From an optimization exercise on the open Yosys and OpenROAD flow, aimed at small area, a short achievable clock period and few clock cycles per item; shortcuts taken in it are not production practice.
RTL that was checked went through simulation tests only; none was proved equivalent to the original.
Power is estimated from default activity; no workload was simulated.

==> run M <==
## apt_link
module apt_link (
    input  wire        clk,
    input  wire        rst,           
    input  wire        cmd_valid,
    output wire        cmd_ready,
    input  wire [47:0] cmd_word,
    output reg         rsp_valid,
    output reg  [7:0]  rsp_cmd,
    output reg  [3:0]  rsp_err,
    output reg  [63:0] rsp_data,
    input  wire        rx_valid,
    output wire        rx_ready,
    input  wire [7:0]  rx_data,
    output wire        tx_valid,
    input  wire        tx_ready,
    output wire [7:0]  tx_data
);
export LEC_CHECK = 0
export CAP_MARGIN = 20
export CORE_MARGIN = 2
export CORE_UTILIZATION = 30
export SLEW_MARGIN = 20
create_clock -name core_clock -period 10.0 [get_ports {clk}]
run.sh (not shown) runs the stock make flow with config.mk's settings and CLKGATE_MAP_FILE= SYNTH_SCRIPT=/design/flow/synth_recipe.tcl, a recipe that flattens the netlist after the stock synthesis.
==> run P (differences from run M) <==
--- a/flow/design.v
+++ b/flow/design.v
@@ -31,12 +31,13 @@
                      E_BUSY = 4'd8, E_ILLEGAL = 4'd9, E_TXLEN = 4'd10, E_BAD_SLOT = 4'd11,
                      E_BAD_INDEX = 4'd12, E_TX_OVF = 4'd13, E_FAULTED = 4'd14;
     localparam [1:0] EM_RUN = 2'd0, EM_COPY = 2'd1, EM_RESTORE = 2'd2;
     localparam [1:0] WP_KA = 2'd0, WP_HDR = 2'd1, WP_PAY = 2'd2;
     reg        ex_v;               
     reg [47:0] cq;                 
+    reg [4:0]  cq_ra;              
     reg        r2_v;               
     reg [7:0]  r2_cmd;
     reg        link_open, poisoned, fault, busy;
     reg [7:0]  ka_count;
     reg [7:0]  host_addr;
     reg [N_KA-1:0] ka_valid;
@@ -179,13 +180,13 @@
             8'h11: reg_val = {23'd0, ka_valid[1], ka_addr[1]};
             8'h12: reg_val = {23'd0, ka_valid[2], ka_addr[2]};
             8'h13: reg_val = {23'd0, ka_valid[3], ka_addr[3]};
             default: reg_ok = 1'b0;
         endcase
     end
-    wire [4:0] ra = busy ? j[4:0] : ((c_cmd == C_DSTATUS) ? c_off[4:0] : c_idx[4:0]);
+    wire [4:0] ra = busy ? j[4:0] : cq_ra;
     wire [2:0] ra_r1 = ra[4:2] + 3'd1;
     wire [7:0] bk0 = rp0[(ra[1:0] > 2'd0) ? ra_r1 : ra[4:2]];
     wire [7:0] bk1 = rp1[(ra[1:0] > 2'd1) ? ra_r1 : ra[4:2]];
     wire [7:0] bk2 = rp2[(ra[1:0] > 2'd2) ? ra_r1 : ra[4:2]];
     wire [7:0] bk3 = rp3[ra[4:2]];
     reg  [7:0] win0, win1, win2, win3;
@@ -470,14 +471,16 @@
         end
         if (r2_v) begin
             r2_v <= 1'b0;
             respond(r2_cmd, E_OK, 64'd0);
         end
         ex_v <= accept;
-        if (accept)
-            cq <= cmd_word;
+        if (accept) begin
+            cq    <= cmd_word;
+            cq_ra <= (cmd_word[47:40] == C_DSTATUS) ? cmd_word[12:8] : cmd_word[4:0];
+        end
         if (ex_v) begin
             if (fault && !(c_legal && (c_cmd == C_RESET || c_cmd == C_REG_READ)))
                 fail(E_FAULTED);
             else if (busy && !(c_legal && (c_cmd == C_RESET || c_cmd == C_REG_READ ||
                                            c_cmd == C_ABORT)))
                 fail(E_BUSY);
- ABC_CLOCK_PERIOD_IN_PS: not set -> 4000
- SETUP_SLACK_MARGIN: not set -> 5
==> notes <==
Against run M, the power of run P is higher by 0.71%. Of run M and run P, run M has the higher sequential share of layout area (gap 0.92 points). In run M the critical path depth is lower than in run P, by 16. Between run M and run P, the lower worst setup slack is in run M (gap 1.4 ns). In run P the hold slack is lower than in run M, by 0.00058 ns. Between run P and run M, the lower sequential cell count is in run M (gap 5). Of run P and run M, run M has the higher clock power (gap about 0.5%, measured against run M). Of run P and run M, run M has the higher first-iteration DRC count (gap about 7%, measured against run M). Between run M and run P, the lower global-route usage is in run M (gap 0.11 points). In sequential power, run M and run P hardly differ. In run M the via count is larger than in run P, by about 0.6%.
==> figures <==
metric	run P	run M
Status	complete, no violations	complete, no violations
Final core area utilization	0.3541	0.3468
Total leakage power	0.03416 uW	0.03279 uW
Combinational fraction of design power	0.103	0.095
Share of synthesized area spent on multiplexers	0.1433	0.1398
Fraction of met2 tracks used by global routing	0.2925	0.2875
Syn_nets	6,593	6,642
Routed via count divided by cell count	5.576	5.585
Placement-stage cell area	0.09846 sq mm	0.09791 sq mm
Post-CTS Setup Repair Bufs	71	0
Longest individual stage delay on the worst path	0.57 ns	0.83 ns
Sequential-to-total area share from yosys stat	0.6312	0.6290
RSZ-0062 raised after global routing	yes	no
Area occupied by multi-input gates	0.03327 sq mm	0.03222 sq mm
Vias in the first global route	57,950	58,210
Non-filler cells, final	10,760	10,810
Clock Skew	0.05637 ns	0.08535 ns
Cells after synthesis	6,406	6,455
GR Layer Usage met1	0.2548	0.2599
Pre-Repair DR Iteration Count	10	7
Number of fillers in the final layout	28,640	28,810
M1 wire length	122,400 um	123,400 um
Final Wtd Congestion	0.9718	0.9618
Testbench counts of run M, summed over its fixed seeds: cycles 58,592, items 1,200.
Function not checked in run P: the RTL went through the layout flow alone.

==> inputs of 12-22 <==
Another version of the RTL of apt_link (not shown whole).
==> flow/config.mk <==
export PLATFORM = sky130hd
export DESIGN_NAME = apt_link
export DESIGN_NICKNAME = apt_link
export VERILOG_FILES = /design/flow/design.v
export SDC_FILE = /design/flow/constraint.sdc
export NUM_CORES = 4
export LEC_CHECK = 0
export ABC_CLOCK_PERIOD_IN_PS = 4000
export CAP_MARGIN = 20
export CORE_MARGIN = 2
export CORE_UTILIZATION = 50
export CTS_CLUSTER_DIAMETER = 80
export CTS_CLUSTER_SIZE = 20
export SLEW_MARGIN = 20
==> flow/constraint.sdc <==
create_clock -name core_clock -period 10.0 [get_ports {clk}]
set_input_delay 2.0000 -clock core_clock [delete_from_list [all_inputs] [get_ports {clk}]]
set_output_delay 2.0000 -clock core_clock [all_outputs]
set_load 0.01 [all_outputs]
standard.sh (not shown) runs the stock make flow with config.mk's settings and CLKGATE_MAP_FILE= SYNTH_SCRIPT=/design/flow/synth_recipe.tcl, a recipe that flattens the netlist after the stock synthesis.
==> flow/flow/run.sh <==
#!/bin/bash
set -euo pipefail
bash standard.sh SETUP_SLACK_MARGIN=6.5 finish > standard_flow.log 2>&1
==> 05-08: changes against 12-22 <==
--- a/flow/design.v
+++ b/flow/design.v
@@ -248,20 +248,22 @@
             f_slots[i] = ka_valid[i] && (ka_addr[i] == f_src);
     end
     wire f_unsol = ((f_opc == OP_MOVE_COMPLETED) || (f_opc == OP_MOVE_HOMED)) &&
                    (f_slots != {N_KA{1'b0}}) && (exp_any || (f_src != exp_src));
     wire pl_done_c = ({2'd0, j} == f_plen);      
     wire pl_done   = ({2'd0, j} == plen_r);      
-    wire rd_match = busy && f_match && (em == EM_RUN) && !dec_act;
+    reg  m_r, exp_new;
+    wire rd_busy  = busy && !exp_new;
+    wire rd_match = rd_busy && m_r && (em == EM_RUN) && !dec_act;
     wire live     = rd_match && hdr_ok && !pl_done_c && (rx_cnt == (7'd6 + {1'b0, j}));
     wire want     = rd_match && hvv && !pl_done && f_complete;
     wire eng_free = !ex_v && !r2_v;        
     wire do_commit = hvv && (em == EM_RUN) && eng_free &&
-                     ((pl_done && ((busy && f_match) || (dec_act && f_complete))) ||
+                     ((pl_done && ((rd_busy && m_r) || (dec_act && f_complete))) ||
                       (live && push && ({2'd0, j} + 8'd1 == plen_r)));
-    wire do_drop   = busy && hvv && !f_match && f_complete && (em == EM_RUN) &&
+    wire do_drop   = rd_busy && hvv && !m_r && f_complete && (em == EM_RUN) &&
                      eng_free && !dec_act;
     wire do_decinc = dec_act && hvv && !f_complete && (em == EM_RUN);
     wire start_copy = (em == EM_RUN) && !ex_v && !r2_v &&
                       ((want && want_r) || (dec_act && hvv && f_complete && !pl_done));
     wire pop = do_commit || do_drop;
     wire early = rx_acc && hvv && (em == EM_RUN) && eng_free && live &&
@@ -410,14 +412,18 @@
     wire ready_n    = !(accept || w_act_n || dec_act_n || em_busy_n || r2_start || want || early);
     wire [6:0] rx_popn   = pop ? flen_r[6:0] : 7'd0;
     wire [6:0] rx_cnt_m  = rx_cnt - rx_popn;
     wire [6:0] rx_cnt_p  = rx_cnt_m + 7'd1;
     wire [6:0] rx_cnt_em = rx_cnt + 7'd1 - flen_r[6:0];      
     wire [6:0] rx_cnt_ep = rx_cnt + 7'd2 - flen_r[6:0];
-    wire [5:0] rx_head_p = rx_head + flen_r[5:0];
-    wire [5:0] pbase     = rx_head + 6'd6;
+    reg  [5:0] rx_head_p, rx_head_pm, pbase;
+    always @(posedge clk) begin
+        rx_head_p  <= rx_head + f_len[5:0];
+        rx_head_pm <= rx_head + f_len[5:0] - 6'd1;
+        pbase      <= rx_head + 6'd6;
+    end
     always @(posedge clk) begin
         rsp_valid <= 1'b0;
         if (push) begin
             rxf[rx_tail] <= live ? win0 : rxd;
             rx_tail      <= rx_tail + 6'd1;
         end
@@ -425,29 +431,34 @@
         rx_ready_r <= link_open && ((rx_tot + {6'd0, rx_acc}) < 7'd64);
         push       <= rx_acc && !early;
         rxd        <= rx_data;
         lastc      <= early;
         if (early)
             lidx <= plen_r[4:0] - 5'd1;
-        if (lastc)
-            rp_write(lidx, rxd);
+        if (lastc || (hdr_ok && ((em != EM_RUN) || (live && push))))
+            rp_write(lastc ? lidx : j[4:0], (em == EM_RUN) ? rxd : rx_rd);
         if (early)
-            rx_head <= rx_head_p - 6'd1;
+            rx_head <= rx_head_pm;
         else if (pop)
             rx_head <= rx_head_p;
         want_r <= want;
+        exp_new <= 1'b0;
+        if (!hdr_ok && ((cap0 && hk == 3'd5) || (cap1 && hk == 3'd4)))
+            m_r <= (f_opc == exp_opcode) &&
+                   (exp_any || (((cap0 && hk == 3'd5) ? cap0_b : rxd) == exp_src));
+        else
+            m_r <= f_match;
         if (!hdr_ok) begin
             if (cap0) hdr[hk] <= cap0_b;
             if (cap1) hdr[hk + 3'd1] <= rxd;
             hk   <= hk + {2'd0, cap0} + {2'd0, cap1};
             fptr <= fptr + {5'd0, cap0} + {5'd0, cap1};
         end else begin
             case (em)
             EM_RUN: begin
                 if (live && push) begin
-                    rp_write(j[4:0], rxd);
                     j    <= j + 6'd1;
                     fptr <= fptr + 6'd1;
                 end
                 if (do_commit || early) begin
                     for (i = 0; i < 6; i = i + 1) res_hdr[i] <= hdr[i];
                     res_has_payload <= f_long;
@@ -456,13 +467,13 @@
                     busy            <= 1'b0;
                     dec_act         <= 1'b0;
                     respond(dec_act ? C_DECODE : C_READ, E_OK,
                             {7'd0, f_long, f_plen, hdr[5], hdr[4], hdr[3], hdr[2], hdr[1], hdr[0]});
                     hk   <= 3'd0;
                     j    <= 6'd0;
-                    fptr <= early ? rx_head_p - 6'd1 : rx_head_p;
+                    fptr <= early ? rx_head_pm : rx_head_p;
                 end else if (do_drop) begin
                     if (f_unsol) begin
                         for (i = 0; i < N_KA; i = i + 1) begin
                             if (f_slots[i] && f_opc == OP_MOVE_COMPLETED) ev_done[i]  <= 1'b1;
                             if (f_slots[i] && f_opc == OP_MOVE_HOMED)     ev_homed[i] <= 1'b1;
                         end
@@ -471,30 +482,28 @@
                             warn_count <= warn_count + 16'd1;
                         last_warn_opcode <= f_opc;
                         last_warn_src    <= f_src;
                     end
                     hk   <= 3'd0;
                     j    <= 6'd0;
-                    fptr <= rx_head + flen_r[5:0];
+                    fptr <= rx_head_p;
                 end else if (do_decinc) begin
                     dec_act <= 1'b0;
                     rec_err(E_INCOMPLETE, C_DECODE);
                     respond(C_DECODE, E_INCOMPLETE, 64'd0);
                 end else if (start_copy) begin
                     em <= EM_COPY;
                 end
             end
             EM_COPY: begin
-                rp_write(j[4:0], rx_rd);
                 j    <= j + 6'd1;
                 fptr <= fptr + 6'd1;
                 if ({2'd0, j} + 8'd1 == plen_r)
                     em <= EM_RUN;
             end
             default: begin       
-                rp_write(j[4:0], rx_rd);
                 j    <= j + 6'd1;
                 fptr <= fptr + 6'd1;
                 if (j + 6'd1 == rcount) begin
                     em   <= EM_RUN;
                     j    <= 6'd0;
                     fptr <= pbase;
@@ -689,12 +698,13 @@
                         fail(E_POISONED);
                     else begin
                         exp_opcode <= c_opc;
                         exp_src    <= cq[23:16];
                         exp_any    <= cq[8];
                         busy       <= 1'b1;
+                        exp_new    <= 1'b1;
                     end
                 end
                 C_ABORT: begin
                     if (busy) begin
                         busy     <= 1'b0;
                         poisoned <= 1'b1;
@@ -778,12 +788,13 @@
             ex_v       <= 1'b0;
             ex_fast    <= 1'b0;
             ex_wfast   <= 1'b0;
             cmd_ready_r <= 1'b1;
             push       <= 1'b0;
             lastc      <= 1'b0;
+            exp_new    <= 1'b0;
             r2_v       <= 1'b0;
             w_act      <= 1'b0;
             want_r     <= 1'b0;
             rx_ready_r <= 1'b0;
             rsp_valid  <= 1'b0;
         end
==> flow/flow/run.sh (replaced) <==
#!/bin/bash
set -euo pipefail
bash standard.sh SETUP_SLACK_MARGIN=5.75 finish > standard_flow.log 2>&1
- CORE_UTILIZATION: 50 -> 58
==> 11-23: changes against 12-22 <==
--- a/flow/design.v
+++ b/flow/design.v
@@ -248,20 +248,22 @@
             f_slots[i] = ka_valid[i] && (ka_addr[i] == f_src);
     end
     wire f_unsol = ((f_opc == OP_MOVE_COMPLETED) || (f_opc == OP_MOVE_HOMED)) &&
                    (f_slots != {N_KA{1'b0}}) && (exp_any || (f_src != exp_src));
     wire pl_done_c = ({2'd0, j} == f_plen);      
     wire pl_done   = ({2'd0, j} == plen_r);      
-    wire rd_match = busy && f_match && (em == EM_RUN) && !dec_act;
+    reg  m_r, exp_new;
+    wire rd_busy  = busy && !exp_new;
+    wire rd_match = rd_busy && m_r && (em == EM_RUN) && !dec_act;
     wire live     = rd_match && hdr_ok && !pl_done_c && (rx_cnt == (7'd6 + {1'b0, j}));
     wire want     = rd_match && hvv && !pl_done && f_complete;
     wire eng_free = !ex_v && !r2_v;        
     wire do_commit = hvv && (em == EM_RUN) && eng_free &&
-                     ((pl_done && ((busy && f_match) || (dec_act && f_complete))) ||
+                     ((pl_done && ((rd_busy && m_r) || (dec_act && f_complete))) ||
                       (live && push && ({2'd0, j} + 8'd1 == plen_r)));
-    wire do_drop   = busy && hvv && !f_match && f_complete && (em == EM_RUN) &&
+    wire do_drop   = rd_busy && hvv && !m_r && f_complete && (em == EM_RUN) &&
                      eng_free && !dec_act;
     wire do_decinc = dec_act && hvv && !f_complete && (em == EM_RUN);
     wire start_copy = (em == EM_RUN) && !ex_v && !r2_v &&
                       ((want && want_r) || (dec_act && hvv && f_complete && !pl_done));
     wire pop = do_commit || do_drop;
     wire early = rx_acc && hvv && (em == EM_RUN) && eng_free && live &&
@@ -425,29 +427,34 @@
         rx_ready_r <= link_open && ((rx_tot + {6'd0, rx_acc}) < 7'd64);
         push       <= rx_acc && !early;
         rxd        <= rx_data;
         lastc      <= early;
         if (early)
             lidx <= plen_r[4:0] - 5'd1;
-        if (lastc)
-            rp_write(lidx, rxd);
+        if (lastc || (hdr_ok && ((em != EM_RUN) || (live && push))))
+            rp_write(lastc ? lidx : j[4:0], (em == EM_RUN) ? rxd : rx_rd);
         if (early)
             rx_head <= rx_head_p - 6'd1;
         else if (pop)
             rx_head <= rx_head_p;
         want_r <= want;
+        exp_new <= 1'b0;
+        if (!hdr_ok && ((cap0 && hk == 3'd5) || (cap1 && hk == 3'd4)))
+            m_r <= (f_opc == exp_opcode) &&
+                   (exp_any || (((cap0 && hk == 3'd5) ? cap0_b : rxd) == exp_src));
+        else
+            m_r <= f_match;
         if (!hdr_ok) begin
             if (cap0) hdr[hk] <= cap0_b;
             if (cap1) hdr[hk + 3'd1] <= rxd;
             hk   <= hk + {2'd0, cap0} + {2'd0, cap1};
             fptr <= fptr + {5'd0, cap0} + {5'd0, cap1};
         end else begin
             case (em)
             EM_RUN: begin
                 if (live && push) begin
-                    rp_write(j[4:0], rxd);
                     j    <= j + 6'd1;
                     fptr <= fptr + 6'd1;
                 end
                 if (do_commit || early) begin
                     for (i = 0; i < 6; i = i + 1) res_hdr[i] <= hdr[i];
                     res_has_payload <= f_long;
@@ -481,20 +488,18 @@
                     respond(C_DECODE, E_INCOMPLETE, 64'd0);
                 end else if (start_copy) begin
                     em <= EM_COPY;
                 end
             end
             EM_COPY: begin
-                rp_write(j[4:0], rx_rd);
                 j    <= j + 6'd1;
                 fptr <= fptr + 6'd1;
                 if ({2'd0, j} + 8'd1 == plen_r)
                     em <= EM_RUN;
             end
             default: begin       
-                rp_write(j[4:0], rx_rd);
                 j    <= j + 6'd1;
                 fptr <= fptr + 6'd1;
                 if (j + 6'd1 == rcount) begin
                     em   <= EM_RUN;
                     j    <= 6'd0;
                     fptr <= pbase;
@@ -689,12 +694,13 @@
                         fail(E_POISONED);
                     else begin
                         exp_opcode <= c_opc;
                         exp_src    <= cq[23:16];
                         exp_any    <= cq[8];
                         busy       <= 1'b1;
+                        exp_new    <= 1'b1;
                     end
                 end
                 C_ABORT: begin
                     if (busy) begin
                         busy     <= 1'b0;
                         poisoned <= 1'b1;
@@ -778,12 +784,13 @@
             ex_v       <= 1'b0;
             ex_fast    <= 1'b0;
             ex_wfast   <= 1'b0;
             cmd_ready_r <= 1'b1;
             push       <= 1'b0;
             lastc      <= 1'b0;
+            exp_new    <= 1'b0;
             r2_v       <= 1'b0;
             w_act      <= 1'b0;
             want_r     <= 1'b0;
             rx_ready_r <= 1'b0;
             rsp_valid  <= 1'b0;
         end
==> flow/run.sh (new file) <==
#!/bin/bash
# synth_recipe.tcl (not shown) runs the flow's synth.tcl, then flattens the netlist and writes it again
# the make line also repeats each setting of config.mk as NAME=value (left out here)
make -C /OpenROAD-flow-scripts/flow DESIGN_CONFIG=/design/flow/config.mk WORK_HOME=/design/flow/orfs CLKGATE_MAP_FILE= SYNTH_SCRIPT=/design/flow/synth_recipe.tcl finish
- CORE_UTILIZATION: 50 -> 55
- SETUP_SLACK_MARGIN: not set -> 5
removed: flow/flow/run.sh
removed: flow/standard.sh
==> summary of the runs <==
- Against 11-23, the non-clock buffer count of 05-08 is higher by 103.
- The highest global-route usage belongs to 05-08, the lowest to 11-23.
- The lowest sequential share of layout area belongs to 12-22, the highest to 11-23.
- Against 12-22, the register-to-register slack of 11-23 is lower by 0.50 ns.
- Of 05-08 and 11-23, 05-08 has the higher combinational power (gap about 6%, measured against 11-23).
==> figures <==
quantity                                                                    05-08                    12-22                    11-23
Result of the run                                         complete, no violations  complete, no violations  complete, no violations
Clock network power                                                       5990 µW                  6290 µW                  5830 µW
Start of the worst register-to-register path                                 j[2]                hdr[1][2]                     j[3]
Leak Pwr                                                                0.0350 µW                0.0404 µW                0.0337 µW
Proportion of layout cells with a drive suffix above 1                      19.3%                    36.0%                    16.1%
Starting utilization of the core area                                       58.2%                    50.2%                    55.4%
Shortest clock period the worst path allows after layout                  4.32 ns                  4.45 ns                  4.95 ns
Multiplexer share of the synthesized area                                   14.2%                    18.1%                    14.6%
Multi-input gate share of total cell area                                   33.9%                    35.6%                    33.8%
Worst setup startpoint                                                       j[2]                hdr[1][2]                     j[3]
Switching portion of total power                                            25.5%                    26.2%                    25.7%
Non-Clock Inverter Count                                                      168                      139                      144
Testbench counts of 12-22, summed over its fixed seeds: cycles 51,185, items 1,200.
Testbench counts of 05-08, summed over its fixed seeds: cycles 51,185, items 1,200.
Testbench counts of 11-23, summed over its fixed seeds: cycles 51,185, items 1,200.

re-timing with driven ports:
In the flow no input, the clock included, has a driving cell. The finished layouts below were timed again as built, in two steps.
Step 1: set_driving_cell puts a clkbuf_16 on clk and a buf_2 on each other input, an assumption about the parent block.
Step 2 also shifts input and output timing later by t, the mid clock arrival at the registers, as if the neighbouring blocks saw the same clock.
Three values: ideal, step 1, step 2; two values: the first two.
run	shift t [ns]	slack for setup (ns)	latest minus earliest clock arrival (ns)	worst register clock-pin slew, ns
run M	0.961	2.216 / 2.216 / 2.216	0.094 / 0.094	0.07 / 0.07
run P	0.988	3.644 / 3.644 / 3.644	0.069 / 0.068	0.07 / 0.07
12-22	0.929	5.555 / 5.555 / 5.143	0.043 / 0.044	0.09 / 0.09
05-08	0.917	5.681 / 5.681 / 4.840	0.046 / 0.046	0.09 / 0.09
11-23	0.907	5.053 / 5.053 / 4.205	0.052 / 0.052	0.09 / 0.09
After both steps setup and hold are still met in every run listed. For 11-23, which loses most, drivers alone change the setup slack by 0.000 ns; drivers and shift together by -0.848 ns.
